Background: an optimization exercise with open tools, aiming at small area, a short achievable clock period and few clock cycles per item. Do not read the settings as production practice. At most, simulation tests tie the RTL to the original design; equivalence was not proved. The RTL of runs 1, 2, 5 and 6 was laid out without a check of its function. Power figures rest on the tool's default switching activity, not on a simulated workload.

===== design/flow/standard.sh =====
#!/bin/bash
# synth_recipe.tcl (not shown) runs the flow's synth.tcl, then flattens the netlist and writes it again
# the make line also repeats each setting of config.mk as NAME=value (left out here)
make -C /OpenROAD-flow-scripts/flow DESIGN_CONFIG=/design/flow/config.mk WORK_HOME=/design/flow/orfs CLKGATE_MAP_FILE= SYNTH_SCRIPT=/design/flow/synth_recipe.tcl "${@:-finish}"

===== design/flow/flow/run.sh =====
#!/bin/bash
# Standard ORFS layout with buf_1 port buffers, and the setup repair
# asked to leave extra slack at the design's clock period.
set -euo pipefail
export BUFFER_PORTS_ARGS="-buffer_cell sky130_fd_sc_hd__buf_1"
export SETUP_SLACK_MARGIN=10.5
bash standard.sh > standard.log 2>&1

===== design/flow/config.mk =====
export PLATFORM = sky130hd
export DESIGN_NAME = ptc_analyzer
export DESIGN_NICKNAME = ptc_analyzer
export VERILOG_FILES = /design/flow/design.v
export SDC_FILE = /design/flow/constraint.sdc
export NUM_CORES = 4
export LEC_CHECK = 0
export CAP_MARGIN = 20
export CORE_MARGIN = 2
export CORE_UTILIZATION = 40
export PLACE_DENSITY = 0.6
export SLEW_MARGIN = 20

===== design/flow/design.v =====
module ptc_analyzer (
    input  wire        clk,
    input  wire        rst,
    input  wire        in_valid,
    output reg         in_ready,
    input  wire [7:0]  in_data,
    output reg         ent_valid,
    output wire [3:0]  ent_index,
    output wire [23:0] ent_start,
    output wire [15:0] ent_size,
    output wire [7:0]  ent_type_flags,
    output reg  [2:0]  ent_kind,
    output wire        ent_active,
    output wire        ent_locked,
    output reg  [15:0] ent_size_kb,
    output reg         ent_contig_err,
    output wire [20:0] ent_expected,
    output wire [69:0] ent_name,
    output reg         res_valid,
    output reg  [1:0]  res_status,
    output wire [15:0] res_magic,
    output wire [15:0] res_cks_stored,
    output wire [15:0] res_cks_computed,
    output wire [7:0]  res_drive_type,
    output wire [23:0] res_total,
    output wire [15:0] res_cylinders,
    output wire [7:0]  res_heads,
    output wire [7:0]  res_sectors,
    output wire [7:0]  res_interleave,
    output wire [7:0]  res_boot,
    output wire [31:0] res_active_slots,
    output wire [20:0] res_partitioned,
    output wire [15:0] res_contig_mask,
    output reg         res_w_checksum,
    output reg         res_w_total,
    output reg         res_w_geometry,
    output wire [23:0] res_derived_cyl,
    output reg  [16:0] res_logical_mb_x10,
    output wire [24:0] res_native_mb_x10,
    output wire [4:0]  res_viol_count
);
    reg  [8:0] c;
    wire       take = in_valid & in_ready;
    reg        tk;
    reg  [7:0] din;
    reg  [3:0] idx;
    reg  [15:0] magic, cks_st, cyl;
    reg  [7:0]  drive, heads, sect, inter, boot;
    reg  [23:0] total;
    reg  [31:0] active;
    reg  [7:0]  a0, a1;
    reg  [23:0] e_start;
    reg  [15:0] e_size;
    reg  [7:0]  e_tf;
    reg  [69:0] e_name;
    reg  [20:0] x;                  
    reg  [15:0] mask;
    reg  [4:0]  viol;
    reg         st1, st2, st3;
    wire magic_ok = (magic == 16'hAEAE);
    function [6:0] sanitize;
        input [7:0] b;
        begin
            if (b[6:5] == 2'b00 || b[6:0] == 7'h7F) sanitize = 7'h3F;
            else                                   sanitize = b[6:0];
        end
    endfunction
    wire [6:0] din_s = sanitize(din);
    integer k;
    always @(posedge clk) begin
        din <= in_data;
        idx <= c[8:5];
        if (tk) begin
            case (c)
                9'd0:   magic[7:0]    <= din;
                9'd1:   magic[15:8]   <= din;
                9'd4:   cks_st[7:0]   <= din;
                9'd5:   cks_st[15:8]  <= din;
                9'd8:   drive         <= din;
                9'd9:   total[7:0]    <= din;
                9'd12:  total[15:8]   <= din;
                9'd13:  total[23:16]  <= din;
                9'd17:  cyl[7:0]      <= din;
                9'd20:  cyl[15:8]     <= din;
                9'd21:  heads         <= din;
                9'd24:  sect          <= din;
                9'd25:  inter         <= din;
                9'd28:  boot          <= din;
                9'd33:  active[7:0]   <= din;
                9'd36:  active[15:8]  <= din;
                9'd37:  active[23:16] <= din;
                9'd40:  active[31:24] <= din;
                default: ;
            endcase
            case (c[4:0])
                5'd2:  e_start[7:0]   <= din;
                5'd3:  e_start[15:8]  <= din;
                5'd6:  e_start[23:16] <= din;
                5'd7:  e_size[7:0]    <= din;
                5'd10: e_size[15:8]   <= din;
                5'd11: e_tf           <= din;
                5'd14: e_name[6:0]    <= din_s;
                5'd15: e_name[13:7]   <= din_s;
                5'd18: e_name[20:14]  <= din_s;
                5'd19: e_name[27:21]  <= din_s;
                5'd22: e_name[34:28]  <= din_s;
                5'd23: e_name[41:35]  <= din_s;
                5'd26: e_name[48:42]  <= din_s;
                5'd27: e_name[55:49]  <= din_s;
                5'd30: e_name[62:56]  <= din_s;
                5'd31: e_name[69:63]  <= din_s;
                default: ;
            endcase
            if (c == 9'd0 || c == 9'd1) begin
                if (c[0]) a1 <= din;
                else      a0 <= din;
            end else if (c != 9'd4 && c != 9'd5) begin
                if (c[0]) a1 <= a1 ^ din;
                else      a0 <= a0 ^ din;
            end
        end
    end
    wire last = take && c == 9'd510;    
    wire w_cks_c = (cks_st != {a1, a0});
    wire w_tot_c = ({3'd0, x} != total);
    always @(posedge clk) begin
        if (rst) begin
            c         <= 9'd511;
            in_ready  <= 1'b1;
            ent_valid <= 1'b0;
            res_valid <= 1'b0;
            st1       <= 1'b0;
            st2       <= 1'b0;
            st3       <= 1'b0;
            tk        <= 1'b0;
        end else begin
            if (take) c <= c + 9'd1;
            tk        <= take;
            ent_valid <= tk && c[4:0] == 5'd31 && magic_ok;
            st1       <= last;
            st2       <= st1;
            st3       <= st2;
            res_valid <= st3;
            in_ready  <= !last && !st1;
        end
    end
    always @(posedge clk) begin
        if (rst || res_valid)
            x <= 21'd1;
        else if (ent_valid || st3)
            x <= x + {{5{st3}}, e_size | {16{st3}}};      
        if (ent_valid)
            mask <= {ent_contig_err, mask[15:1]};
        if (rst || res_valid)
            viol <= 5'd0;
        else if (ent_valid)
            viol <= viol + {4'd0, ent_contig_err};
        else if (st3)
            viol <= viol + {4'd0, w_cks_c} + {4'd0, w_tot_c} + {4'd0, res_w_geometry};
    end
    wire [27:0] lmb_sum = {1'b0, total, 3'd0} + {3'd0, total, 1'b0} + 28'd1024;
    always @(posedge clk) begin
        ent_contig_err <= (e_start != {3'd0, x});
        ent_kind       <= (e_tf[3:0] <= 4'd4) ? e_tf[2:0] : 3'd5;
        ent_size_kb    <= {1'b0, e_size[15:1]} + {15'd0, e_size[0] & e_size[1]};
        res_w_checksum <= w_cks_c;
        res_w_total    <= w_tot_c;
        res_logical_mb_x10 <= lmb_sum[27:11];
        if (!magic_ok)                      res_status <= 2'd1;
        else if (heads == 8'd0 || sect == 8'd0) res_status <= 2'd2;
        else                                res_status <= 2'd0;
    end
    reg  [23:0] q;
    reg  [7:0]  rem;
    wire        dpass = (c[8:5] == 4'd1 || c[8:5] == 4'd2) && c[4:3] != 2'b11;
    wire        dbit  = c[5] ? total[5'd23 - c[4:0]] : q[23];
    wire [7:0]  dvs   = c[5] ? heads : sect;
    wire [8:0]  dt    = {rem, dbit};
    wire [9:0]  dd    = {1'b0, dt} - {2'b0, dvs};
    wire        dge   = !dd[9];
    always @(posedge clk) begin
        if (tk) begin
            if (dpass) begin
                rem <= dge ? dd[7:0] : dt[7:0];
                q   <= {q[22:0], dge};
            end else begin
                rem <= 8'd0;
            end
        end
        res_w_geometry <= (q > {8'd0, cyl});
    end
    reg  [7:0]  s1;
    reg         h1, h2, h3, c1;
    reg  [15:0] s2;
    reg  [24:0] nmb;
    wire [5:0]  t     = c[5:0];
    wire        mstep = tk && c[8:6] == 3'd2;
    wire        mclr  = tk && c[8:5] == 4'd3;
    wire        x1    = (t[5:3] == 3'd0) && heads[t[2:0]];
    wire [8:0]  t1    = {1'b0, s1} + (x1 ? {1'b0, sect} : 9'd0);
    wire        z     = h1 ^ h3 ^ c1;
    wire        zc    = (h1 & h3) | (h1 & c1) | (h3 & c1);
    wire [16:0] t2    = {1'b0, s2} + (z ? {1'b0, cyl} : 17'd0);
    always @(posedge clk) begin
        if (mclr) begin
            s1 <= 8'd0;
            h1 <= 1'b0; h2 <= 1'b0; h3 <= 1'b0;
            c1 <= 1'b0;
            s2 <= 16'd1024;
        end else if (mstep) begin
            s1 <= t1[8:1];
            h1 <= t1[0]; h2 <= h1; h3 <= h2;
            c1 <= zc;
            s2 <= t2[16:1];
            if (t >= 6'd11 && t <= 6'd35)
                nmb <= {t2[0], nmb[24:1]};
        end
    end
    assign ent_index        = idx;
    assign ent_start        = e_start;
    assign ent_size         = e_size;
    assign ent_type_flags   = e_tf;
    assign ent_active       = e_tf[6];
    assign ent_locked       = e_tf[7];
    assign ent_expected     = x;
    assign ent_name         = e_name;
    assign res_magic        = magic;
    assign res_cks_stored   = cks_st;
    assign res_cks_computed = {a1, a0};
    assign res_drive_type   = drive;
    assign res_total        = total;
    assign res_cylinders    = cyl;
    assign res_heads        = heads;
    assign res_sectors      = sect;
    assign res_interleave   = inter;
    assign res_boot         = boot;
    assign res_active_slots = active;
    assign res_partitioned  = x;
    assign res_contig_mask  = mask;
    assign res_derived_cyl  = q;
    assign res_native_mb_x10 = nmb;
    assign res_viol_count   = viol;
endmodule

===== design/flow/constraint.sdc =====
create_clock -name core_clock -period 14.0 [get_ports {clk}]
set_input_delay 2.8000 -clock core_clock [delete_from_list [all_inputs] [get_ports {clk}]]
set_output_delay 2.8000 -clock core_clock [all_outputs]
set_load 0.01 [all_outputs]

==> results of run 1 <==
power groups by stage:
stage	registers (mW)	logic, mW	clock network, mW
2_1_floorplan	1.58	0.131	0
3_3_place_gp	1.59	0.179	0
3_5_place_dp	1.60	0.183	0
4_1_cts	1.56	0.215	1.49
5_1_grt	1.56	0.264	1.54
6_report	1.56	0.243	1.46
placed cells by master (no fill, tap or decap), drive strengths merged, types with 18 or more instances in the layout:
cell	n
nand3	28
nand2	116
nor2	123
a21oi	82
or2	32
nor4	20
nand4	18
o21ai	31
clkbuf	258
inv	49
xor2	50
ha	124
nor2b	18
dfxtp	124
buf	584
xnor2	92
a21o	24
edfxtp	351
layer usage:
| metal | track usage (%) | wire (um) |
|---|---|---|
| met1 | 31.7 | 27400 |
| met3 | 5.75 | 5260 |
| met5 | 0 | 16 |
| met2 | 40.1 | 32400 |
| met4 | 10.4 | 2810 |
synth_stat cells, types with 28 or more instances:
cell type,n,area [um2]
nand2_1,116,435
edfxtp_1,351,10500
xnor2_1,92,806
nor2_1,123,462
clkbuf_1,33,124
xor2_1,50,438
dfxtp_1,124,2480
ha_1,124,1550
nand3_1,28,140
a21oi_1,82,410
inv_1,46,173
or2_2,31,194
o21ai_0,29,145
flip-flops by register name, summed over array words and instances (netlist names), 9 cells and up:
signal and cells:
magic 16, q 24, mask 16, e_name 70
e_size 16, c 9, cyl 16, nmb 25
total 24, ent_size_kb 16, e_start 24, s2 16
x 21, res_logical_mb_x10 17, cks_st 16, active 32
area by class of cell:
cell class	count	area (um2)
clock inverters	33	464
flip-flops and latches	475	13200
well taps	672	841
multi-input cells	947	7190
repair buffers	780	5480
inverters	46	173
clock buffers	63	1350
diodes	1	2.50
fillers	4088	21400
cells by family after synthesis:
group,synth area share [%]
compound gates,6.66
xor+xnor,6.13
fa+ha+maj,8.34
buf+inv,2.41
flops,64.2
mux,1.70
simple gates,10.6
stage by stage:
stage | hold slack, ns | cell area [um2]
floorplan | 0.329 | 20400
global placement | 0.409 | 22700
detailed placement | 0.408 | 22700
CTS | 0.410 | 27300
global route | 0.434 | 28700
finish | 0.431 | 28700
final timing paths:
kind	from	endpoint	slack, ns	depth (start not counted)
setup / recovery	heads[7]	res_heads[7]	9.94	1
hold / removal	c[8]	idx[3]	0.43	0
setup reg to reg	total[15]	rem[2]	10.03	19
hold reg to reg	c[8]	idx[3]	0.43	0
repair_timing:
item / 4_1_cts / 5_1_grt
endpoints found under the setup margin: 465 / 475
gates cloned: 1 / 0
setup buffers: 231 / 81
gates resized for setup: 413 / 329
pin swaps: 11 / 49
==> results.txt, run 1 <==
Data arrival, critical path 1.26 ns; non-filler instance count after layout 3017; switching share of power 23.1%; # DRC 0; Detail Route Antenna Nets 0; CP Launch Type flip-flop; share of total power in the clock network 44.8%; vias ~16000; Switch Pwr 0.754 mW; IO Pins 452; worst vdd ir 0.0962 mV; Critical Path End Type output port; Layout area overhead 41.3%; global route total overflow 0; Final Worst Setup Slack roughly 10 ns; P_int 2.51 mW; first-pass GRT wire length 96.9 mm; Avg Inst Size Synth roughly 13 um2; Relative slew margins a little under a quarter; layout cells sized above 1 a little over two fifths; Synth Flop Type edfxtp_1; Hold Crit Class flip-flop to flip-flop; Die Y 229 um; DP Wirelength approximately 42 mm; Core Util, Final a little under three fifths; CP Buf/Inv Count 1; Pwr Density 114 nW/um2; Worst EP required approximately 11 ns; fin nets roughly 2400; syn_nets between 1500 and 2000; CTS root buf clkbuf_16; CTS tree yes; count of state elements after synthesis between 400 and 500; Post-Route WL 67.9 mm; overall routing resource usage 24.7%; Initial Utilization roughly 40%; antenna violations before repair 1; register area share after synthesis roughly 64%; CTS Hold Bufs 0; pin count of the biggest net entering global routing 34; First DRT Iteration DRCs 1017; Worst-path clk slew about 0.06 ns; die span in x between 200 and 250 um; WL/cell 22.5 um; final number of setup-violating endpoints 0; Seq pwr share roughly 48%; Final TNS setup 0 ns; synthesized instance count 1527; Tmin final 4.06 ns; DP Worst Slack 9.66 ns; Die Area 52500 um2; status no timing/DRC/antenna violations; crit path cell chain buf_1; Cell Area, Synth 20300 um2; RSZ-0062 raised after global routing yes; IO buf count 451; FFs w/ async S/R, synth 0%; leakage 12.0 nW; Slew Viols, Final 0; MaxCap Viol Count 0; worst slew pin tran 1.16 ns; Final Skew 0.0197 ns; vias in the first global route 15500; worst-path fanout max 2; Post-Place Cells about 2600; Post-synth EDFFs 351; Fin. Hold Viols 0; Core ar. 50100 um2; Syn. warnings 1; num rows 82; final critical-path share of the clock period 29.0%; Vias per Instance 5.17; clk sinks 475; DR pass1 iterations 5; number of distinct library cells after synthesis 69; slowest stage delay, CP 0.49 ns; total power 3.27 mW; clock latency on the worst-skew pair approximately 0.61 ns; Logic pwr share 7.4%; worst-path cell with the longest stage delay edfxtp_1; Max Fclk about 250 MHz; TritonCTS Buffers 51; clk buf depth 3; H-tree Lvls 2; kind of critical path flip-flop to output port; CP top delay family flip-flops; RePlAce Congestion about 0.83
==> run 2: changes to the inputs <==
==> design/flow/flow/run.sh (replaced) <==
#!/bin/bash
# Standard ORFS layout; the only change is the cell used for the port
# buffers (buf_1 instead of the delay buffer buffer_ports picks).
set -euo pipefail
export BUFFER_PORTS_ARGS="-buffer_cell sky130_fd_sc_hd__buf_1"
bash standard.sh > standard.log 2>&1
==> results.txt, run 2 <==
Die Area 52500 um2; Fin. Hold Viols 0; Worst EP required 14.42 ns; Core Util, Final around 50%; Layout area overhead 20.7%; CTS tree yes; worst vdd ir 0.113 mV; Core ar. 50100 um2; Post-Route WL 59.7 mm; commonest cells in the netlist edfxtp_1 (351), dfxtp_1 (124), ha_1 (124); Synth area leader edfxtp_1; clk sinks 475; Hold Crit Class flip-flop to flip-flop; RSZ-0062 raised after global routing no; DP Wirelength 42.0 mm; Worst-path clk slew 0.06 ns; worst-path fanout max 14; Relative slew margins 22.8%; leakage 8.94 nW; Data arrival, critical path 5.25 ns; Top reg by flops e_name; pin count of the biggest net entering global routing 34; Pwr Density approximately 130 nW/um2; crit path cell chain mux4_2 > mux4_2 > nand2_1 > o311ai_0 > o21ai_0 > ha_1 > nor2b_1 > o21ai_0 > a21boi_0 > o21ai_0 > a21boi_0 > o21a_1 > o21ai_1 > a21boi_0 > a311oi_1; DP Worst Slack 9.24 ns; Final Worst Setup Slack between 9 and 10 ns; Initial Utilization about two fifths; top cell type's share of synthesized area 51.9%; TritonCTS Buffers 53; kind of critical path flip-flop to flip-flop; CP Launch Type flip-flop; count of state elements after synthesis 475; Critical Path End Type flip-flop; num rows 82; WL/cell 22.1 um; register area share after synthesis 64.2%; Final Skew between 0.02 and 0.03 ns; number of flip-flops under the largest register name 70; Die Y 229 um; overall routing resource usage 22.3%; IO Pins 452; synthesized instance count approximately 1500; syn_nets 1669; first-pass GRT wire length just under 90 mm; clock latency on the worst-skew pair around 0.61 ns; First DRT Iteration DRCs 1049; H-tree Lvls 2; Final TNS setup 0 ns; post-CTS resize count 0; global route total overflow 0; worst-path cell with the longest stage delay dfxtp_1; most frequent cells in the layout buf_1 (451), edfxtp_1 (351), ha_1 (124), dfxtp_1 (124), nor2_1 (121); vias 14000; fin nets 2131; Tmin final 4.82 ns; final critical-path share of the clock period 34.5%; vias in the first global route roughly 14000; Post-CTS Setup Inserts 0; layout cells sized above 1 7.28%; DR pass1 iterations 5; CTS Hold Bufs 0; commonest non-fill, non-tap cell in the layout buf_1; Cell Area, Synth 20300 um2; Detail Route Antenna Nets 0; Vias per Instance between 5 and 6; Syn. warnings 1; number of distinct library cells after synthesis 69; top-count cell post-synth edfxtp_1; Max Fclk between 200 and 250 MHz; CTS root buf clkbuf_16; synth top area cells edfxtp_1 (52%), dfxtp_1 (12%), ha_1 (7.6%), xnor2_1 (4.0%), nor2_1 (2.3%); die span in x 229 um; Slew Viols, Final 0; Post-synth EDFFs ~350; worst slew pin tran 1.16 ns; RePlAce Congestion 0.894; largest registers e_name x70, active x32, nmb x25; clk buf depth 3; MaxCap Viol Count 0; final number of setup-violating endpoints 0; status no timing/DRC/antenna violations; FFs w/ async S/R, synth 0%; IO buf count roughly 450; Avg Inst Size Synth 13.3 um2; # DRC 0; Synth Flop Type edfxtp_1; antenna violations before repair 4; slowest stage delay, CP 0.84 ns
## run 2: cell counts after synthesis
No cell type changed its count.
## run 2: cell families (layout without fill, tap and decap cells)
kind of cell | Yosys count | count (layout) | share of synthesized area, %
xor+xnor | 142 | 142 | 6.13
compound gates | 210 | 210 | 6.66
other cells | 0 | 1 | 0
simple gates | 441 | 441 | 10.6
mux | 23 | 23 | 1.70
flops | 475 | 475 | 64.2
buf+inv | 105 | 612 | 2.41
fa+ha+maj | 131 | 131 | 8.34
## run 2: critical path, delay by kind of cell (launching register included)
kind | cells | cell delay (ns)
AOI/OAI and AO/OA | 10 | 2.32
muxes | 2 | 1.08
DFF | 1 | 0.84
adders and majority gates | 1 | 0.24
and+or+nand+nor | 2 | 0.15
## run 2: per-layer routing
layer / global-route usage (%) / share of wire [%] / wire length [um]
met2: 35.4 / 47 / 27800
met3: 5.23 / 7.8 / 4640
met4: 8.52 / 3.5 / 2120
met1: 29.6 / 42 / 25200
met5: 0 / 0 / 0
## run 2: final timing paths
check | end | from | cells past startpoint | slack [ns]
max | rem[0] | c[0] | 15 | 9.18
min | st3 | st2 | 1 | 0.44
max reg2reg | rem[0] | c[0] | 15 | 9.18
min reg2reg | st3 | st2 | 1 | 0.44
## run 2: layout make-up
cell class / count / area [um2]
Antenna cell: 1 / 2.50
Clock buffer: 71 / 1440
Clock inverter: 29 / 399
Fill cell: 4552 / 25600
Inverter: 46 / 173
Multi-Input combinational cell: 947 / 6790
Sequential cell: 475 / 13000
Tap cell: 672 / 841
Timing Repair Buffer: 466 / 1810
## run 2: where the power goes
| part | total [mW] | internal, mW | switching, mW | leakage (nW) |
|---|---|---|---|---|
| Combinational | 0.184 | 0.0706 | 0.114 | 3.93 |
| Clock | 1.44 | 0.863 | 0.582 | 0.885 |
| Sequential | 1.56 | 1.53 | 0.0292 | 4.13 |
| Total | 3.19 | 2.47 | 0.725 | 8.94 |
## run 2: stage by stage
step / total power, mW / std cells / area, um2 / hold slack (ns)
6_report: 3.19 / 2707 / 24500 / 0.436
5_1_grt: 3.30 / 2707 / 24500 / 0.450
4_1_cts: 3.22 / 2706 / 24500 / 0.437
3_5_place_dp: 1.78 / 2606 / 22600 / 0.423
3_3_place_gp: 1.77 / 2606 / 22600 / 0.415
2_1_floorplan: 1.71 / 1527 / 20300 / 0.329
==> run 3: changes to the inputs <==
--- a/design/flow/design.v
+++ b/design/flow/design.v
@@ -57,6 +57,7 @@
     reg  [15:0] mask;
     reg  [4:0]  viol;
     reg         st1, st2, st3;
+    reg         emit;                   
     wire magic_ok = (magic == 16'hAEAE);
     function [6:0] sanitize;
         input [7:0] b;
@@ -128,6 +129,7 @@
             c         <= 9'd511;
             in_ready  <= 1'b1;
             ent_valid <= 1'b0;
+            emit      <= 1'b0;
             res_valid <= 1'b0;
             st1       <= 1'b0;
             st2       <= 1'b0;
@@ -136,6 +138,7 @@
         end else begin
             if (take) c <= c + 9'd1;
             tk        <= take;
+            emit      <= tk && c[4:0] == 5'd31;
             ent_valid <= tk && c[4:0] == 5'd31 && magic_ok;
             st1       <= last;
             st2       <= st1;
@@ -147,13 +150,13 @@
     always @(posedge clk) begin
         if (rst || res_valid)
             x <= 21'd1;
-        else if (ent_valid || st3)
+        else if (emit || st3)
             x <= x + {{5{st3}}, e_size | {16{st3}}};      
-        if (ent_valid)
+        if (emit)
             mask <= {ent_contig_err, mask[15:1]};
         if (rst || res_valid)
             viol <= 5'd0;
-        else if (ent_valid)
+        else if (emit)
             viol <= viol + {4'd0, ent_contig_err};
         else if (st3)
             viol <= viol + {4'd0, w_cks_c} + {4'd0, w_tot_c} + {4'd0, res_w_geometry};
@@ -173,7 +176,7 @@
     reg  [23:0] q;
     reg  [7:0]  rem;
     wire        dpass = (c[8:5] == 4'd1 || c[8:5] == 4'd2) && c[4:3] != 2'b11;
-    wire        dbit  = c[5] ? total[5'd23 - c[4:0]] : q[23];
+    wire        dbit  = q[23];
     wire [7:0]  dvs   = c[5] ? heads : sect;
     wire [8:0]  dt    = {rem, dbit};
     wire [9:0]  dd    = {1'b0, dt} - {2'b0, dvs};
@@ -185,6 +188,7 @@
                 q   <= {q[22:0], dge};
             end else begin
                 rem <= 8'd0;
+                if (c == 9'd31) q <= total;
             end
         end
         res_w_geometry <= (q > {8'd0, cyl});
--- a/design/flow/config.mk
+++ b/design/flow/config.mk
@@ -7,6 +7,7 @@
 export LEC_CHECK = 0
 export CAP_MARGIN = 20
 export CORE_MARGIN = 2
-export CORE_UTILIZATION = 40
-export PLACE_DENSITY = 0.6
+export CORE_UTILIZATION = 60
+export CTS_BUF_LIST = sky130_fd_sc_hd__clkbuf_4 sky130_fd_sc_hd__clkbuf_8
+export PLACE_DENSITY = 0.7
 export SLEW_MARGIN = 20
==> results.txt, run 3 <==
Final TNS setup 0 ns; Final Skew ~0.025 ns; total power 2.99 mW; CTS tree yes; status no timing/DRC/antenna violations; largest registers e_name x70, active x32, nmb x25; Post-synth EDFFs between 300 and 400; Cell Area, Synth 20600 um2; # DRC 0; global route total overflow 0; worst-path fanout max 6; number of distinct library cells after synthesis 71; Critical Path End Type output port; worst slew pin tran 1.06 ns; leakage 8.95 nW; Synth Flop Type edfxtp_1; IO Pins 452; Vias per Instance 5.69; Max Fclk ~230 MHz; count of state elements after synthesis 476; Detail Route Antenna Nets 0; final critical-path share of the clock period 30.4%; die span in x 189 um; Post-CTS Setup Inserts 0; RePlAce Congestion 0.898; Hold Crit Class flip-flop to flip-flop; commonest cells in the netlist edfxtp_1 (351), dfxtp_1 (125), nor2_1 (124); kind of critical path flip-flop to output port; pin count of the biggest net entering global routing 37; Avg Inst Size Synth around 13 um2; switching share of power 24.0%; num rows 67; synth top area cells edfxtp_1 (51%), dfxtp_1 (12%), ha_1 (7.4%), xnor2_1 (4.0%), nor2_1 (2.3%); DP Wirelength around 40 mm; MaxCap Viol Count 0; vias between 10000 and 15000; top-count cell post-synth edfxtp_1; antenna violations before repair 1; Die Area 35800 um2; register area share after synthesis 63.4%; crit path cell chain buf_1; layout cells sized above 1 around 10%; Pwr Density between 100 and 150 nW/um2; Syn. warnings 1; synthesized instance count ~1600; First DRT Iteration DRCs about 970; FFs w/ async S/R, synth 0%; CTS Hold Bufs 0; Switch Pwr 0.716 mW; CP top delay family flip-flops; fin nets roughly 2200; worst-path cell with the longest stage delay dfxtp_1; H-tree Lvls 3; worst vdd ir 0.122 mV; post-CTS resize count 0; share of total power in the clock network 41.3%; clk buf depth 3; Seq pwr share 52.8%; syn_nets 1706; CP Launch Type flip-flop; Core ar. roughly 34000 um2; Initial Utilization 61.2%; Slew Viols, Final 0; ANT cells 0; Data arrival, critical path about 1.5 ns; Post-Route WL between 50 and 60 mm; FF-to-FF setup slack ~10 ns; clk sinks roughly 480; TritonCTS Buffers 76; CTS root buf clkbuf_8; final number of setup-violating endpoints 0; P_int roughly 2.3 mW; top cell type's share of synthesized area 51.2%; Worst-path clk slew roughly 0.060 ns; commonest non-fill, non-tap cell in the layout buf_1; Layout area overhead 17.5%; overall routing resource usage 30.8%; Synth area leader edfxtp_1; most frequent cells in the layout buf_1 (451), edfxtp_1 (351), dfxtp_1 (124); first-pass GRT wire length 82.7 mm; Relative slew margins between 20% and 30%; WL/cell 21.9 um; Top reg by flops e_name; DR pass1 iterations 5; slowest stage delay, CP 0.61 ns; Die Y approximately 190 um; Logic pwr share ~6%; Fin. Hold Viols 0; IO buf count 451; Worst EP required 11.20 ns; clock latency on the worst-skew pair 0.67 ns; Tmin final 4.26 ns; number of flip-flops under the largest register name 70; RSZ-0062 raised after global routing no; vias in the first global route 14200; CP Buf/Inv Count 1
## run 3: metrics by stage
step / utilization [%] / worst slack, ns / hold WS, ns / instances / area [um2]
after floorplan: - / 10.00 / 0.326 / 1567 / 20600
after global placement: 67.2 / 9.41 / 0.417 / 2414 / 22600
after detailed placement: 67.2 / 9.33 / 0.427 / 2414 / 22600
after CTS: 71.9 / 9.69 / 0.447 / 2554 / 24200
after global routing: 71.9 / 9.68 / 0.453 / 2554 / 24200
final: 71.9 / 9.74 / 0.445 / 2554 / 24200
## run 3: area by class of cell
class                           instances  area, um2
Timing Repair Buffer                  463       1780
Inverter                               55        206
Clock inverter                         34        285
Sequential cell                       476      13000
Tap cell                              448        561
Clock buffer                          106       1300
Fill cell                            2447       9450
Multi-Input combinational cell        972       6990
## run 3: cells by family after synthesis
family,Yosys count,synth area share [%]
flip-flops,476,63.4
AND/OR/NAND/NOR,422,10.0
AO/OA/AOI/OAI,241,7.62
XOR/XNOR,140,5.96
adder cells (fa/ha/maj),128,8.04
buffers and inverters,119,2.68
multiplexers,41,2.26
## run 3: path summary, 6_finish.rpt
path,from,end,cells past startpoint
setup reg to reg,h1,s2[15],12
setup / recovery,x[11],ent_expected[11],1
hold / removal,st2,st3,1
hold reg to reg,st2,st3,1
## run 3: per-layer routing
layer / GRT usage, % / vias up / routed length (um)
met5: 0 / - / 0
met4: 9.65 / 0 / 1480
met3: 9.38 / 97 / 5160
met2: 50.6 / 632 / 26500
met1: 39.6 / 7123 / 22800
li1: - / 6673 / -
## run 3: power groups by stage
stage / sequential, mW / clock (mW) / combinational, mW
3_3_place_gp: 1.60 / 0 / 0.173
4_1_cts: 1.58 / 1.25 / 0.178
3_5_place_dp: 1.60 / 0 / 0.177
6_report: 1.58 / 1.23 / 0.178
2_1_floorplan: 1.59 / 0 / 0.127
5_1_grt: 1.58 / 1.31 / 0.198
Testbench counts of run 3, summed over its fixed seeds: cycles 197,392, tables 384.
==> run 4: changes to the inputs <==
==> design/flow/config.mk (replaced) <==
export PLATFORM = sky130hd
export DESIGN_NAME = ptc_analyzer
export DESIGN_NICKNAME = ptc_analyzer
export VERILOG_FILES = /design/flow/design.v
export SDC_FILE = /design/flow/constraint.sdc
export NUM_CORES = 4
export LEC_CHECK = 0
export CAP_MARGIN = 20
export CORE_MARGIN = 2
export CORE_UTILIZATION = 40
export PLACE_DENSITY = 0.6
export SLEW_MARGIN = 20
==> results.txt, run 4 <==
clk buf depth 3; # DRC 0; Logic pwr share between 5 and 6%; Avg Inst Size Synth around 13 um2; die span in x 231 um; global route total overflow 0; pin count of the biggest net entering global routing 37; CP Buf/Inv Count 1; Post-CTS Setup Inserts 0; first-pass GRT wire length 86.8 mm; crit path cell chain buf_1; Max Fclk 236 MHz; top routing layer in use met4; kind of critical path flip-flop to output port; MaxCap Viol Count 0; synth top area cells edfxtp_1 (51%), dfxtp_1 (12%), ha_1 (7.4%), xnor2_1 (4.0%), nor2_1 (2.3%); IO buf count 451; vias in the first global route 14100; Worst EP required approximately 11 ns; Initial Utilization 40.3%; Final Skew 0.0343 ns; top cell type's share of synthesized area 51.2%; total power 3.14 mW; overall routing resource usage 21.5%; Vias per Instance slightly above 5; CTS Hold Bufs 0; syn_nets 1706; switching share of power a little under a quarter; Cell Area, Synth ~20000 um2; CP Launch Point x[17]; Top reg by flops e_name; P_int ~2.4 mW; Core ar. roughly 50000 um2; Final TNS setup 0 ns; WL/cell 21.5 um; Post-synth EDFFs 351; CP Launch Type flip-flop; Layout area overhead 19.8%; final critical-path share of the clock period 30.2%; CTS root buf clkbuf_16; DP Worst Slack 9.52 ns; vias 14300; leakage roughly 9.0 nW; WL met2 27.8 mm; RSZ-0062 raised after global routing no; antenna violations before repair 1; Seq pwr share 50.0%; Die Y 231 um; Die Area 53300 um2; Syn. warnings 1; Worst-path clk slew 0.06 ns; fin nets 2165; WL met1 25.2 mm; FFs w/ async S/R, synth 0%; register area share after synthesis 63.4%; worst hold start st2; layout cells sized above 1 8.02%; DR pass1 iterations 5; worst slew pin tran 0.958 ns; Hold Crit Class flip-flop to flip-flop; final number of setup-violating endpoints 0; commonest cells in the netlist edfxtp_1 (351), dfxtp_1 (125), nor2_1 (124); Slew Viols, Final 0; post-CTS resize count 0; worst-path cell with the longest stage delay dfxtp_1; Relative slew margins roughly 36%; top-count cell post-synth edfxtp_1; Critical Path End Type output port; clock latency on the worst-skew pair 0.62 ns; Routed met3 length 4.66 mm; largest registers e_name x70, active x32, nmb x25; Data arrival, critical path 1.43 ns; Fin. Hold Viols 0; synthesized instance count 1567; worst-path fanout max 6; Switch Pwr about 0.73 mW; clk sinks roughly 480; num rows 83; H-tree Lvls 2; commonest non-fill, non-tap cell in the layout buf_1; Synth Flop Type edfxtp_1; worst vdd ir 0.110 mV; slowest stage delay, CP 0.63 ns; Tmin final about 4.2 ns; IO Pins between 400 and 500; number of distinct library cells after synthesis around 70; Core Util, Final 48.2%; RePlAce Congestion 0.905; Pwr Density 128 nW/um2; Detail Route Antenna Nets 0; TritonCTS Buffers 53; Post-Route WL 59.1 mm; CP top delay family flip-flops; share of total power in the clock network 44.1%; most frequent cells in the layout buf_1 (451), edfxtp_1 (351), dfxtp_1 (124); status no timing/DRC/antenna violations; DP Wirelength 41.9 mm; First DRT Iteration DRCs 913; count of state elements after synthesis 476; number of flip-flops under the largest register name 70; Final Worst Setup Slack 9.77 ns; Synth area leader edfxtp_1; reg2reg start h1; CTS tree yes
-- run 4: cells by family (layout without fill, tap and decap cells) --
logic type | Yosys count | after routing | synth area share, %
flops | 476 | 476 | 63.4
simple gates | 422 | 422 | 10.0
compound gates | 241 | 241 | 7.62
xor+xnor | 140 | 140 | 5.96
fa+ha+maj | 128 | 128 | 8.04
buf+inv | 119 | 622 | 2.68
mux | 41 | 41 | 2.26
other cells | 0 | 2 | 0
-- run 4: power groups by stage --
stage / Sequential [mW] / Clock [mW] / Combinational [mW]
final: 1.57 / 1.39 / 0.186
after floorplan: 1.59 / 0 / 0.127
after global routing: 1.57 / 1.48 / 0.206
after CTS: 1.57 / 1.42 / 0.186
after detailed placement: 1.60 / 0 / 0.185
after global placement: 1.60 / 0 / 0.181
-- run 4: area by class of cell --
cell class | count | area [um2]
inverter | 55 | 206
multi-input combinational | 972 | 6990
fill | 4693 | 26400
tap | 680 | 851
clock inverter | 31 | 324
timing repair buffer | 468 | 1820
antenna | 2 | 5.00
clock buffer | 68 | 1400
sequential | 476 | 13000
-- run 4: metrics by stage --
step                hold slack, ns  std cells  area (um2)
finish                       0.435       2752       24600
global route                 0.460       2750       24600
CTS                          0.447       2749       24600
detailed placement           0.433       2650       22900
global placement             0.429       2649       22900
floorplan                    0.326       1567       20600
-- run 4: path summary, 6_finish.rpt --
kind                          to  slack, ns  cells after the start
max          res_partitioned[17]       9.77                      1
min                          st3       0.44                      1
max reg2reg               s2[15]      10.08                     12
min reg2reg                  st3       0.44                      1
-- run 4: layer usage --
metal	up-vias	global-route usage, %
met2	528	34.9
met5	-	0
met4	0	6.57
met1	7020	28.0
met3	106	5.85
li1	6625	-
==> run 5: changes to the inputs <==
--- a/design/flow/design.v
+++ b/design/flow/design.v
@@ -67,6 +67,9 @@
         end
     endfunction
     wire [6:0] din_s = sanitize(din);
+    reg  [3:0]  lc;
+    wire [11:0] lv = {1'b0, din, 3'd0} + {3'd0, din, 1'b0}
+                   + {8'd0, c[2] ? lc : 4'd0} + {9'd0, c[2] & ~c[0], 2'd0};
     integer k;
     always @(posedge clk) begin
         din <= in_data;
@@ -78,9 +81,19 @@
                 9'd4:   cks_st[7:0]   <= din;
                 9'd5:   cks_st[15:8]  <= din;
                 9'd8:   drive         <= din;
-                9'd9:   total[7:0]    <= din;
-                9'd12:  total[15:8]   <= din;
-                9'd13:  total[23:16]  <= din;
+                9'd9: begin
+                    total[7:0]    <= din;
+                    lc            <= lv[11:8];
+                end
+                9'd12: begin
+                    total[15:8]   <= din;
+                    lc            <= lv[11:8];
+                    res_logical_mb_x10[4:0]  <= lv[7:3];
+                end
+                9'd13: begin
+                    total[23:16]  <= din;
+                    res_logical_mb_x10[16:5] <= lv;
+                end
                 9'd17:  cyl[7:0]      <= din;
                 9'd20:  cyl[15:8]     <= din;
                 9'd21:  heads         <= din;
@@ -161,14 +174,12 @@
         else if (st3)
             viol <= viol + {4'd0, w_cks_c} + {4'd0, w_tot_c} + {4'd0, res_w_geometry};
     end
-    wire [27:0] lmb_sum = {1'b0, total, 3'd0} + {3'd0, total, 1'b0} + 28'd1024;
     always @(posedge clk) begin
         ent_contig_err <= (e_start != {3'd0, x});
         ent_kind       <= (e_tf[3:0] <= 4'd4) ? e_tf[2:0] : 3'd5;
         ent_size_kb    <= {1'b0, e_size[15:1]} + {15'd0, e_size[0] & e_size[1]};
         res_w_checksum <= w_cks_c;
         res_w_total    <= w_tot_c;
-        res_logical_mb_x10 <= lmb_sum[27:11];
         if (!magic_ok)                      res_status <= 2'd1;
         else if (heads == 8'd0 || sect == 8'd0) res_status <= 2'd2;
         else                                res_status <= 2'd0;
@@ -181,19 +192,6 @@
     wire [8:0]  dt    = {rem, dbit};
     wire [9:0]  dd    = {1'b0, dt} - {2'b0, dvs};
     wire        dge   = !dd[9];
-    always @(posedge clk) begin
-        if (tk) begin
-            if (dpass) begin
-                rem <= dge ? dd[7:0] : dt[7:0];
-                q   <= {q[22:0], dge};
-            end else begin
-                rem <= 8'd0;
-                if (c == 9'd31) q <= total;
-            end
-        end
-        res_w_geometry <= (q > {8'd0, cyl});
-    end
-    reg  [7:0]  s1;
     reg         h1, h2, h3, c1;
     reg  [15:0] s2;
     reg  [24:0] nmb;
@@ -201,24 +199,36 @@
     wire        mstep = tk && c[8:6] == 3'd2;
     wire        mclr  = tk && c[8:5] == 4'd3;
     wire        x1    = (t[5:3] == 3'd0) && heads[t[2:0]];
-    wire [8:0]  t1    = {1'b0, s1} + (x1 ? {1'b0, sect} : 9'd0);
+    wire [8:0]  t1    = {1'b0, rem} + (x1 ? {1'b0, sect} : 9'd0);
     wire        z     = h1 ^ h3 ^ c1;
     wire        zc    = (h1 & h3) | (h1 & c1) | (h3 & c1);
     wire [16:0] t2    = {1'b0, s2} + (z ? {1'b0, cyl} : 17'd0);
     always @(posedge clk) begin
         if (mclr) begin
-            s1 <= 8'd0;
             h1 <= 1'b0; h2 <= 1'b0; h3 <= 1'b0;
             c1 <= 1'b0;
             s2 <= 16'd1024;
         end else if (mstep) begin
-            s1 <= t1[8:1];
             h1 <= t1[0]; h2 <= h1; h3 <= h2;
             c1 <= zc;
             s2 <= t2[16:1];
             if (t >= 6'd11 && t <= 6'd35)
                 nmb <= {t2[0], nmb[24:1]};
         end
+    end
+    always @(posedge clk) begin
+        if (tk) begin
+            if (dpass) begin
+                rem <= dge ? dd[7:0] : dt[7:0];
+                q   <= {q[22:0], dge};
+            end else if (mstep) begin
+                rem <= t1[8:1];
+            end else begin
+                rem <= 8'd0;
+                if (c == 9'd31) q <= total;
+            end
+        end
+        res_w_geometry <= (q > {8'd0, cyl});
     end
     assign ent_index        = idx;
     assign ent_start        = e_start;
==> design/flow/flow/run.sh (replaced) <==
#!/bin/bash
# Standard ORFS layout with buf_1 port buffers, and the setup repair
# asked to leave extra slack at the design's clock period.
set -euo pipefail
export BUFFER_PORTS_ARGS="-buffer_cell sky130_fd_sc_hd__buf_1"
export SETUP_SLACK_MARGIN=10.2
bash standard.sh > standard.log 2>&1
==> results.txt, run 5 <==
status no timing/DRC/antenna violations; DR pass1 iterations 5; first-pass GRT wire length 95.7 mm; kind of critical path flip-flop to output port; First DRT Iteration DRCs 1078; Final TNS setup 0 ns; vias 15200; Avg Inst Size Synth 13.6 um2; overall routing resource usage 24.8%; worst slew pin tran 1.12 ns; CTS tree yes; number of flip-flops under the largest register name 70; Tmin final 4.09 ns; H-tree Lvls 2; Top reg by flops e_name; multi-input logic area 6550 um2; RePlAce Congestion 0.915; fin nets 2335; Syn. warnings 1; crit path cell chain buf_1; Data arrival, critical path approximately 1.3 ns; layout cells sized above 1 between 30% and 40%; Cell Area, Synth ~20000 um2; antenna violations before repair 5; Hold Crit Class flip-flop to flip-flop; worst hold margin 0.440 ns; final number of setup-violating endpoints 0; CP top delay family flip-flops; FFs w/ async S/R, synth 0%; total power roughly 3.2 mW; FF/Latch Area approximately 13000 um2; commonest cells in the netlist edfxtp_1 (372), nor2_1 (110), dfxtp_1 (100); Worst-path clk slew 0.06 ns; commonest non-fill, non-tap cell in the layout edfxtp_1; top cell type's share of synthesized area 55.3%; clk sinks ~470; Detail Route Antenna Nets 0; Layout area overhead 36.4%; dpl cell area 22500 um2; Pwr Density 116 nW/um2; vias in the first global route ~15000; count of state elements after synthesis 472; Die Area 52300 um2; Core ar. 50000 um2; Vias per Instance slightly above 5; WL/cell 23.2 um; TritonCTS Buffers just under 50; Critical Path End Type output port; slowest stage delay, CP 0.52 ns; FF-to-FF setup slack 10.43 ns; number of distinct library cells after synthesis 75; CP Launch Type flip-flop; CTS Hold Bufs 0; Worst EP required ~11 ns; fillers 4118; die span in x about 230 um; clk buf depth 3; DP Wirelength ~44 mm; Relative slew margins 25.3%; worst-path cell with the longest stage delay edfxtp_1; worst vdd ir 0.113 mV; Die Y 229 um; most frequent cells in the layout edfxtp_1 (372), buf_4 (294), clkbuf_2 (179); # DRC 0; Post-synth EDFFs 372; Final Skew between 0.02 and 0.025 ns; final instance area 27600 um2; IO Pins 452; CP Buf/Inv Count 1; MaxCap Viol Count 0; RSZ-0062 raised after global routing yes; Max Fclk ~240 MHz; register area share after synthesis 65.2%; largest registers e_name x70, active x32, nmb x25; num rows 82; worst-path fanout max 3; Synth Flop Type edfxtp_1; leakage 11.3 nW; final critical-path share of the clock period between 20 and 30%; IO buf count 451; top-count cell post-synth edfxtp_1; Synth area leader edfxtp_1; CTS root buf clkbuf_16; synthesized instance count 1483; global route total overflow 0; syn_nets 1597; Slew Viols, Final 0; pin count of the biggest net entering global routing 38; synth top area cells edfxtp_1 (55%), dfxtp_1 (9.9%), ha_1 (5.8%), xnor2_1 (3.6%), xor2_1 (2.2%); Post-Route WL 68.1 mm; Initial Utilization 40.4%; Fin. Hold Viols 0; clock latency on the worst-skew pair about 0.61 ns
run 5: area by class of cell:
type                       instances  share of cell area (%)
inverter                          51                   0.695
clock buffer                      62                    4.70
multi-input combinational        902                    23.8
antenna                            3                  0.0272
sequential                       472                    48.2
timing repair buffer             745                    18.2
tap                              672                    3.05
clock inverter                    30                    1.28
run 5: power by group:
| group | internal [mW] | leakage (nW) | switching [mW] | total, mW |
|---|---|---|---|---|
| Sequential | 1.54 | 4.19 | 0.0357 | 1.58 |
| Clock | 0.773 | 0.813 | 0.566 | 1.34 |
| Combinational | 0.118 | 6.30 | 0.168 | 0.286 |
run 5: per-stage QoR:
step	cells	setup WS, ns	util [%]
2_1_floorplan	1483	10.16	-
3_3_place_gp	2565	9.32	45.1
4_1_cts	2859	9.87	53.1
5_1_grt	2936	9.89	55.2
3_5_place_dp	2565	9.32	45.1
6_report	2937	9.91	55.2
run 5: kinds of logic after synthesis:
family / count (synthesis) / synth area share [%]
AO/OA/AOI/OAI: 215 / 6.99
XOR/XNOR: 133 / 5.77
adder cells (fa/ha/maj): 103 / 6.75
buffers and inverters: 109 / 2.69
flip-flops: 472 / 65.2
multiplexers: 43 / 2.42
AND/OR/NAND/NOR: 408 / 10.2
run 5: per-layer routing:
metal	global-route usage (%)	part of all wire (%)	vias up	routed length (um)
li1	-	-	6911	-
met5	0	0	-	0
met3	5.86	7.9	163	5410
met1	30.3	39	7482	26400
met2	42.6	49	675	33300
met4	9.19	4.4	0	3000
run 5: worst paths after layout:
check / cells past startpoint / startpoint / end
worst max-delay path: 1 / q[20] / res_derived_cyl[20]
worst min-delay path: 1 / st2 / st3
worst max register to register: 15 / heads[3] / rem[7]
worst min register to register: 1 / st2 / st3
run 5: repair_timing:
item / 4_1_cts / 5_1_grt
setup buffers: 202 / 75
cloned: 0 / 0
resized for setup: 353 / 249
pin swaps: 0 / 0
setup endpoints to repair: 454 / 457
==> run 6: changes to the inputs <==
==> design/flow/flow/run.sh (replaced) <==
#!/bin/bash
# Standard ORFS layout with buf_1 port buffers, and the setup repair
# asked to leave extra slack at the design's clock period.
set -euo pipefail
export BUFFER_PORTS_ARGS="-buffer_cell sky130_fd_sc_hd__buf_1"
export SETUP_SLACK_MARGIN=9.9
bash standard.sh > standard.log 2>&1
==> results.txt, run 6 <==
status no timing/DRC/antenna violations; DR pass1 iterations 4; Pwr Density 130 nW/um2; number of distinct library cells after synthesis 75; MaxCap Viol Count 0; clock latency on the worst-skew pair 0.61 ns; Die Area 52300 um2; synth top area cells edfxtp_1 (55%), dfxtp_1 (9.9%), ha_1 (5.8%), xnor2_1 (3.6%), xor2_1 (2.2%); Vias per Instance 5.19; register area share after synthesis 65.2%; Detail Route Antenna Nets 0; Post-synth EDFFs 372; worst slew pin tran 1.11 ns; Post-Place Cells approximately 2600; antenna violations before repair 4; Final TNS setup 0 ns; top cell type's share of synthesized area about 55%; Data arrival, critical path 1.31 ns; most frequent cells in the layout buf_1 (440), edfxtp_1 (372), nor2_1 (108); TritonCTS Buffers a little over 50; pin count of the biggest net entering global routing 38; reg2reg start total[4]; IO buf count around 450; WL/cell 23.4 um; IO Pins 452; die span in x approximately 230 um; Layout area overhead 21.4%; Relative slew margins 26.0%; Worst-path clk slew 0.06 ns; Post-Route WL 63.1 mm; Final Skew ~0.047 ns; fin nets ~2100; worst hold margin 0.428 ns; Tmin final 4.11 ns; leakage 8.82 nW; Core ar. 50000 um2; Switch Pwr 0.769 mW; switching share of power 24.1%; clk buf depth 3; worst-path cell with the longest stage delay edfxtp_1; clk sinks between 400 and 500; crit path cell chain buf_1; Avg Inst Size Synth about 14 um2; Hold Crit Class flip-flop to flip-flop; First DRT Iteration DRCs 949; top-count cell post-synth edfxtp_1; final number of setup-violating endpoints 0; Synth Flop Type edfxtp_1; CP top delay family flip-flops; cell count of the worst hold path 1; share of total power in the clock network 42.4%; FF-to-FF setup slack 10.30 ns; CTS tree yes; Die Y between 200 and 250 um; WHS Endpoint st3; reg2reg end viol[4]; non-filler instance count after layout 2696; Worst Reg-to-Reg Cells 13; synthesized instance count approximately 1500; syn_nets 1597; CTS root buf clkbuf_16; Worst EP required about 11 ns; slowest stage delay, CP roughly 0.52 ns; worst vdd ir 0.132 mV; vias in the first global route 13900; DP Wirelength between 40 and 50 mm; RePlAce Congestion 0.883; commonest non-fill, non-tap cell in the layout buf_1; layout cells sized above 1 ~12%; commonest cells in the netlist edfxtp_1 (372), nor2_1 (110), dfxtp_1 (100); fillers ~4500; worst hold start st2; RSZ-0062 raised after global routing yes; total power 3.18 mW; count of state elements after synthesis 472; Initial Utilization 40.4%; CP Launch Type flip-flop; Logic pwr share 8.0%; final critical-path share of the clock period 29.4%; global route total overflow 0; Syn. warnings 1; P_int 2.42 mW; number of flip-flops under the largest register name 70; CP Launch Point q[21]; Slew Viols, Final 0; ANT cells 0; largest registers e_name x70, active x32, nmb x25; Critical Path End Type output port; num rows just over 80; Max Fclk 243 MHz; CP Buf/Inv Count 1; # DRC 0; Fin. Hold Viols 0; Synth area leader edfxtp_1; FFs w/ async S/R, synth 0%; worst-path fanout max 2; vias 14000; Seq pwr share around 50%; H-tree Lvls 2; Top reg by flops e_name; Cell Area, Synth 20200 um2; kind of critical path flip-flop to output port; overall routing resource usage around a quarter; first-pass GRT wire length a little over 90 mm
run 6: through the flow:
step / cell area (um2) / util (%) / setup slack, ns
floorplan: 20200 / - / 10.04
global placement: 22500 / 45.1 / 9.34
detailed placement: 22500 / 45.1 / 9.31
CTS: 24400 / 48.9 / 9.86
global route: 24500 / 49.1 / 9.86
finish: 24500 / 49.1 / 9.89
run 6: power by group through the flow:
stage | clock [mW] | sequential (mW) | combinational [mW]
final | 1.35 | 1.58 | 0.255
after floorplan | 0 | 1.60 | 0.180
after global routing | 1.43 | 1.58 | 0.284
after global placement | 0 | 1.61 | 0.248
after detailed placement | 0 | 1.61 | 0.253
after CTS | 1.38 | 1.58 | 0.254
run 6: cell families after synthesis:
| logic type | count (synthesis) | share of synthesized area [%] |
|---|---|---|
| flip-flops | 472 | 65.2 |
| adder cells (fa/ha/maj) | 103 | 6.75 |
| multiplexers | 43 | 2.42 |
| AO/OA/AOI/OAI | 215 | 6.99 |
| buffers and inverters | 109 | 2.69 |
| AND/OR/NAND/NOR | 408 | 10.2 |
| XOR/XNOR | 133 | 5.77 |
run 6: worst max-delay path by stage:
stage / end / slack, ns / depth (start not counted)
floorplan: c[5] / 10.04 / 4
finish: res_derived_cyl[21] / 9.89 / 1
global route: res_derived_cyl[21] / 9.86 / 1
detailed placement: x[17] / 9.31 / 5
global placement: x[17] / 9.34 / 5
CTS: res_derived_cyl[21] / 9.86 / 1
run 6: area by class of cell:
cell class | count | area, um2 | share of cell area [%]
flip-flops and latches | 472 | 13200 | 53.8
multi-input cells | 902 | 6500 | 26.5
repair buffers | 505 | 2120 | 8.66
clock buffers | 67 | 1350 | 5.49
well taps | 672 | 841 | 3.43
clock inverters | 27 | 325 | 1.33
inverters | 51 | 191 | 0.780
run 6: per-layer routing:
layer  vias up  GRT usage [%]  part of all wire (%)
met5         -              0                 0.035
met4         4           8.07                   2.9
met3        99           6.03                   8.1
met2       571           39.1                    48
met1      6897           29.8                    41
li1       6418              -                     -
run 6: what timing repair did:
item / CTS / global route
setup buffers: 27 / 9
hold buffers: 0 / 0
endpoints found under the setup margin: 71 / 29
gates resized for setup: 25 / 12
hold endpoints to repair: 0 / 0
==> run 7: changes to the inputs <==
--- a/design/flow/design.v
+++ b/design/flow/design.v
@@ -186,46 +186,38 @@
     end
     reg  [23:0] q;
     reg  [7:0]  rem;
-    wire        dpass = (c[8:5] == 4'd1 || c[8:5] == 4'd2) && c[4:3] != 2'b11;
+    reg  [24:0] nmb;
+    wire        mclr  = c[8:5] == 4'd1;
+    wire        mstep = c[8:6] == 3'd1;
+    wire [5:0]  t     = c[5:0];
+    wire        x1    = (t[5:3] == 3'd0) && heads[t[2:0]];
+    wire [8:0]  t1    = {1'b0, rem} + (x1 ? {1'b0, sect} : 9'd0);
+    wire        h1 = q[16], h2 = q[17], h3 = q[18], c1 = q[19];
+    wire        z     = h1 ^ h3 ^ c1;
+    wire        zc    = (h1 & h3) | (h1 & c1) | (h3 & c1);
+    wire [16:0] t2    = {1'b0, q[15:0]} + (z ? {1'b0, cyl} : 17'd0);
+    wire        dpass = (c[8:5] == 4'd4 || c[8:5] == 4'd5) && c[4:3] != 2'b11;
     wire        dbit  = q[23];
-    wire [7:0]  dvs   = c[5] ? heads : sect;
+    wire [7:0]  dvs   = c[5] ? sect : heads;
     wire [8:0]  dt    = {rem, dbit};
     wire [9:0]  dd    = {1'b0, dt} - {2'b0, dvs};
     wire        dge   = !dd[9];
-    reg         h1, h2, h3, c1;
-    reg  [15:0] s2;
-    reg  [24:0] nmb;
-    wire [5:0]  t     = c[5:0];
-    wire        mstep = tk && c[8:6] == 3'd2;
-    wire        mclr  = tk && c[8:5] == 4'd3;
-    wire        x1    = (t[5:3] == 3'd0) && heads[t[2:0]];
-    wire [8:0]  t1    = {1'b0, rem} + (x1 ? {1'b0, sect} : 9'd0);
-    wire        z     = h1 ^ h3 ^ c1;
-    wire        zc    = (h1 & h3) | (h1 & c1) | (h3 & c1);
-    wire [16:0] t2    = {1'b0, s2} + (z ? {1'b0, cyl} : 17'd0);
-    always @(posedge clk) begin
-        if (mclr) begin
-            h1 <= 1'b0; h2 <= 1'b0; h3 <= 1'b0;
-            c1 <= 1'b0;
-            s2 <= 16'd1024;
-        end else if (mstep) begin
-            h1 <= t1[0]; h2 <= h1; h3 <= h2;
-            c1 <= zc;
-            s2 <= t2[16:1];
-            if (t >= 6'd11 && t <= 6'd35)
-                nmb <= {t2[0], nmb[24:1]};
-        end
-    end
     always @(posedge clk) begin
         if (tk) begin
             if (dpass) begin
                 rem <= dge ? dd[7:0] : dt[7:0];
                 q   <= {q[22:0], dge};
+            end else if (c == 9'd127) begin
+                rem <= 8'd0;
+                q   <= total;
             end else if (mstep) begin
-                rem <= t1[8:1];
+                rem      <= t1[8:1];
+                q[19:0]  <= {zc, h2, h1, t1[0], t2[16:1]};
+                if (t >= 6'd11 && t <= 6'd35)
+                    nmb <= {t2[0], nmb[24:1]};
             end else begin
                 rem <= 8'd0;
-                if (c == 9'd31) q <= total;
+                if (mclr) q[19:0] <= 20'd1024;
             end
         end
         res_w_geometry <= (q > {8'd0, cyl});
==> design/flow/flow/run.sh (replaced) <==
#!/bin/bash
# Standard ORFS layout; the only change is the cell used for the port
# buffers (buf_1 instead of the delay buffer buffer_ports picks).
set -euo pipefail
export BUFFER_PORTS_ARGS="-buffer_cell sky130_fd_sc_hd__buf_1"
bash standard.sh > standard.log 2>&1
==> results.txt, run 7 <==
top cell type's share of synthesized area between 50 and 60%; number of flip-flops under the largest register name 70; overall routing resource usage 23.2%; fin nets 2028; H-tree Lvls 2; Relative slew margins 23.5%; clock latency on the worst-skew pair 0.60 ns; fillers between 4000 and 5000; first-pass GRT wire length 87.4 mm; synth top area cells edfxtp_1 (57%), dfxtp_1 (8.1%), ha_1 (5.9%), xnor2_1 (3.8%), xor2_1 (2.0%); Core Util, Final between 40% and 50%; DP Worst Slack approximately 9.5 ns; worst slew pin tran about 1.1 ns; clk sinks ~450; top-count cell post-synth edfxtp_1; Final Skew 0.0161 ns; CTS Hold Bufs 0; global route total overflow 0; Data arrival, critical path roughly 1.4 ns; dpl cell area around 22000 um2; most frequent cells in the layout buf_1 (451), edfxtp_1 (372), nand2_1 (107); leakage 8.34 nW; CP top delay family flip-flops; largest registers e_name x70, active x32, nmb x25; vias in the first global route about 14000; number of distinct library cells after synthesis 79; DR pass1 iterations 5; num rows 81; DP Wirelength 43.4 mm; Syn. warnings 1; Cell Area, Synth 19700 um2; RSZ-0062 raised after global routing no; layout cells sized above 1 under 10%; Core ar. 48700 um2; worst-path cell with the longest stage delay dfxtp_1; CTS root buf clkbuf_16; TritonCTS Buffers 51; WL/cell 22.9 um; kind of critical path flip-flop to output port; Fin. Hold Viols 0; MaxCap Viol Count 0; Final Worst Setup Slack 9.77 ns; Synth area leader edfxtp_1; CTS tree yes; pin count of the biggest net entering global routing 31; status no timing/DRC/antenna violations; Pwr Density about 130 nW/um2; FFs w/ async S/R, synth 0%; count of state elements after synthesis 452; First DRT Iteration DRCs between 900 and 1000; slowest stage delay, CP slightly above 0.6 ns; IO Pins roughly 450; die span in x 226 um; Slew Viols, Final 0; Critical Path End Type output port; Hold Crit Class flip-flop to flip-flop; commonest cells in the netlist edfxtp_1 (372), nand2_1 (107), nor2_1 (104); IO buf count 451; Top reg by flops e_name; final critical-path share of the clock period 30.2%; CP Launch Type flip-flop; Tmin final 4.23 ns; final instance area 23600 um2; Final TNS setup 0 ns; total power ~3 mW; CP Buf/Inv Count 1; RePlAce Congestion approximately 0.9; # DRC 0; Detail Route Antenna Nets 0; syn_nets 1572; Synth Flop Type edfxtp_1; final number of setup-violating endpoints 0; Initial Utilization 40.3%; Die Area 50900 um2; vias roughly 14000; Die Y 226 um; post-CTS resize count 0; Post-Place Cells around 2500; clk buf depth 3; worst vdd ir about 0.12 mV; Post-synth EDFFs 372; Avg Inst Size Synth ~13 um2; antenna violations before repair 2; Layout area overhead 20.1%; Worst-path clk slew 0.06 ns; Vias per Instance around 5.2; Post-CTS Setup Inserts 0; Max Fclk 236 MHz; commonest non-fill, non-tap cell in the layout buf_1; non-filler instance count after layout 2622; worst-path fanout max 6; register area share after synthesis 65.0%; Worst EP required 11.20 ns; crit path cell chain buf_1; Post-Route WL 60.0 mm; synthesized instance count roughly 1500; worst hold margin 0.450 ns
-- run 7: cell families (layout without fill, tap and decap cells) --
family | Yosys count | count (layout) | synth area share, %
flops | 452 | 452 | 65.0
simple gates | 411 | 411 | 10.4
compound gates | 229 | 229 | 7.70
xor+xnor | 132 | 132 | 5.88
buf+inv | 113 | 611 | 3.05
fa+ha+maj | 103 | 103 | 6.94
mux | 18 | 18 | 1.05
other cells | 0 | 2 | 0
-- run 7: where the power goes --
part | switching (mW) | total [mW] | internal [mW]
combinational | 0.123 | 0.192 | 0.0691
clock | 0.551 | 1.36 | 0.812
sequential | 0.0316 | 1.51 | 1.48
-- run 7: final timing paths --
kind / startpoint / endpoint / slack [ns] / depth (start not counted)
worst min register to register: mask[12] / mask[11] / 0.45 / 0
worst min-delay path: mask[12] / mask[11] / 0.45 / 0
worst max register to register: c[0] / rem[7] / 10.25 / 14
worst max-delay path: x[5] / ent_expected[5] / 9.77 / 1
-- run 7: cell type report --
cell class              count  area, um2  area share, %
well taps                 664        831           3.52
clock buffers              66       1350           5.70
multi-input cells         893       6290           26.6
flip-flops and latches    452      12800           54.1
inverters                  49        184          0.779
clock inverters            29        360           1.53
diodes                      2       5.00         0.0212
repair buffers            467       1810           7.68
-- run 7: layer usage --
layer | share of wire [%] | global-route usage (%) | wire length [um]
met3 | 7.1 | 5.36 | 4290
met5 | 0.022 | 0 | 13
met2 | 48 | 38.4 | 28700
met4 | 2.6 | 7.67 | 1560
met1 | 42 | 30.2 | 25500
Testbench counts of run 7, summed over its fixed seeds: cycles 197,392, tables 384.
==> run 8: changes to the inputs <==
==> design/flow/flow/run.sh (replaced) <==
#!/bin/bash
# Standard ORFS layout with buf_1 port buffers, and the setup repair
# asked to leave extra slack at the design's clock period.
set -euo pipefail
export BUFFER_PORTS_ARGS="-buffer_cell sky130_fd_sc_hd__buf_1"
export SETUP_SLACK_MARGIN=9.9
bash standard.sh > standard.log 2>&1
--- a/design/flow/config.mk
+++ b/design/flow/config.mk
@@ -8,5 +8,7 @@
 export CAP_MARGIN = 20
 export CORE_MARGIN = 2
 export CORE_UTILIZATION = 40
+export CTS_CLUSTER_DIAMETER = 120
+export CTS_CLUSTER_SIZE = 20
 export PLACE_DENSITY = 0.6
 export SLEW_MARGIN = 20
==> results.txt, run 8 <==
WL/cell 23.1 um; critical path depth in cells 1; num rows 81; Vias per Instance 5.17; Post-Place Cells around 2500; clk buf depth 3; share of total power in the clock network between 30% and 40%; overall routing resource usage 23.1%; CTS tree yes; fillers 4534; register area share after synthesis 65.0%; Worst EP required 11.20 ns; status no timing/DRC/antenna violations; slowest stage delay, CP 0.52 ns; Cell Area, Synth 19700 um2; worst-path cell with the longest stage delay edfxtp_1; die span in x 226 um; count of state elements after synthesis 452; commonest cells in the netlist edfxtp_1 (372), nand2_1 (107), nor2_1 (104); DP Wirelength around 43 mm; Switch Pwr 0.595 mW; Max Fclk 245 MHz; switching share of power 23.8%; non-filler instance count after layout 2611; # DRC 0; synthesized instance count around 1500; FFs w/ async S/R, synth 0%; FF/Latch Area ~13000 um2; kind of critical path flip-flop to output port; RSZ-0062 raised after global routing yes; layout cells sized above 1 under 10%; Core Util, Final 47.2%; reg2reg start c[0]; CP Buf/Inv Count 1; CP top delay family flip-flops; Fin. Hold Viols 0; Synth area leader edfxtp_1; Post-Route WL 60.4 mm; crit path to res_total[7]; RePlAce Congestion about 0.9; number of distinct library cells after synthesis 79; Die Y 226 um; multi-input logic area approximately 6300 um2; worst hold margin between 0.4 and 0.5 ns; Critical Path End Type output port; First DRT Iteration DRCs 953; Pwr Density 109 nW/um2; CTS root buf clkbuf_16; Syn. warnings 1; IO Pins 452; worst-path fanout max 2; Slew Viols, Final 0; Seq pwr share between 60% and 70%; TritonCTS Buffers 26; commonest non-fill, non-tap cell in the layout buf_1; final number of setup-violating endpoints 0; vias 13500; IO buf count 451; final critical-path share of the clock period 29.1%; Avg Inst Size Synth 13.5 um2; fin nets 2038; syn_nets 1572; clk sinks 452; MaxCap Viol Count 0; Worst Reg-to-Reg Cells 14; worst vdd ir 0.0954 mV; largest registers e_name x70, active x32, nmb x25; Initial Utilization 40.3%; Logic pwr share 7.8%; Hold Crit Class flip-flop to flip-flop; Layout area overhead 17.0%; DR pass1 iterations 7; Synth Flop Type edfxtp_1; Die Area between 50000 and 60000 um2; Detail Route Antenna Nets 0; most frequent cells in the layout buf_1 (446), edfxtp_1 (372), nand2_1 (107); synth top area cells edfxtp_1 (57%), dfxtp_1 (8.1%), ha_1 (5.9%), xnor2_1 (3.8%), xor2_1 (2.0%); leakage 8.06 nW; number of flip-flops under the largest register name 70; global route total overflow 0; top-count cell post-synth edfxtp_1; Final TNS setup 0 ns; total power ~2.5 mW; Post-synth EDFFs 372; crit path cell chain buf_1; FF-to-FF setup slack between 10 and 15 ns; clock latency on the worst-skew pair 0.60 ns; antenna violations before repair 2; H-tree Lvls 1; Tmin final roughly 4 ns; worst slew pin tran 1.20 ns; Core ar. 48700 um2; Top reg by flops e_name; CP Launch Point total[7]; pin count of the biggest net entering global routing 31; Data arrival, critical path 1.27 ns; P_int 1.90 mW; vias in the first global route roughly 14000; reg2reg end rem[7]; first-pass GRT wire length 86.7 mm; top cell type's share of synthesized area 56.8%; Final Skew 0.0277 ns; Worst-path clk slew 0.09 ns; Relative slew margins 20.0%; CP Launch Type flip-flop
[run 8: how the worst min path moves through the flow]
stage                        from      end  slack [ns]  depth (start not counted)
after floorplan              c[6]   idx[1]        0.33                          0
after global placement    nmb[22]  nmb[21]        0.43                          0
after detailed placement  mask[4]  mask[3]        0.43                          0
after CTS                    c[7]   idx[2]        0.44                          0
after global routing       nmb[5]   nmb[4]        0.47                          0
final                     mask[9]  mask[8]        0.46                          0
[run 8: cell type report]
class,count,share of cell area (%)
Antenna cell,3,0.0326
Clock buffer,46,3.16
Clock inverter,2,0.169
Inverter,49,0.800
Multi-Input combinational cell,893,27.4
Sequential cell,452,55.8
Tap cell,664,3.61
Timing Repair Buffer,502,9.08
[run 8: through the flow]
| step | cell area (um2) | worst slack, ns |
|---|---|---|
| 6_report | 23000 | 9.93 |
| 5_1_grt | 23000 | 9.89 |
| 4_1_cts | 22800 | 9.90 |
| 3_5_place_dp | 21900 | 9.45 |
| 3_3_place_gp | 21900 | 9.48 |
| 2_1_floorplan | 19700 | 10.06 |
[run 8: cells by family (layout without fill, tap and decap cells)]
family	Yosys count	in the layout	synth area share, %
other	0	3	0
muxes	18	18	1.05
DFF	452	452	65.0
and+or+nand+nor	411	411	10.4
adders and majority gates	103	103	6.94
AOI/OAI and AO/OA	229	229	7.70
buffers and inverters	113	599	3.05
xor gates and xnor gates	132	132	5.88
[run 8: timing repair]
action	in CTS	in global routing
resized for setup	21	16
setup buffers	17	18
hold buffers	0	0
cloned	0	0
endpoints found under the hold margin	0	0
setup endpoints to repair	58	29
[run 8: layer usage]
layer	GRT usage (%)	vias to the layer above	part of all wire, %
met5	0	-	0.022
met1	30.3	6667	42
met2	38.7	512	48
met3	4.91	90	7.0
met4	6.45	2	2.8
li1	-	6233	-
[run 8: power groups by stage]
stage / Clock (mW) / Sequential [mW] / Combinational, mW
6_report: 0.797 / 1.51 / 0.194
4_1_cts: 0.818 / 1.51 / 0.194
3_3_place_gp: 0 / 1.54 / 0.190
2_1_floorplan: 0 / 1.53 / 0.128
5_1_grt: 0.860 / 1.51 / 0.214
3_5_place_dp: 0 / 1.54 / 0.192

[what the ideal ports hide]
In the flow no input, the clock included, has a driving cell. The finished layouts below were timed again as built, in two steps.
Step 1 (the two cells are an assumption about what drives the block):
set clk [get_ports {clk}]
set_driving_cell -lib_cell sky130_fd_sc_hd__clkbuf_16 $clk
set_driving_cell -lib_cell sky130_fd_sc_hd__buf_2 [delete_from_list [all_inputs] $clk]
Step 2 times the ports against the registers' clock, not the clock port: input delays grow and output delays shrink by t, the midpoint of the rising clock arrivals with the driver on.
Slacks: no drivers / after step 1 / after step 2; pairs: no drivers / after step 1.
run | t, ns | slack for setup (ns) | hold WS [ns] | worst setup path at the end
run 1 | 0.657 | 9.940 / 9.880 / 9.836 | 0.431 / 0.431 / 0.431 | input to register
run 2 | 0.654 | 9.176 / 9.176 / 9.176 | 0.436 / 0.436 / 0.436 | register to register
run 3 | 0.702 | 9.737 / 9.687 / 9.308 | 0.445 / 0.445 / 0.445 | input to register
run 4 | 0.657 | 9.767 / 9.710 / 9.482 | 0.435 / 0.435 / 0.435 | input to register
run 5 | 0.651 | 9.906 / 9.850 / 9.660 | 0.440 / 0.440 / 0.440 | input to register
run 6 | 0.647 | 9.885 / 9.826 / 9.506 | 0.428 / 0.428 / 0.428 | input to register
run 7 | 0.647 | 9.770 / 9.712 / 9.430 | 0.450 / 0.450 / 0.450 | input to register
run 8 | 0.641 | 9.926 / 9.868 / 9.411 | 0.458 / 0.458 / 0.458 | input to register
After both steps every run listed still meets setup and hold. For run 8, which loses most, drivers alone change the setup slack by -0.058 ns; drivers and shift together by -0.515 ns.
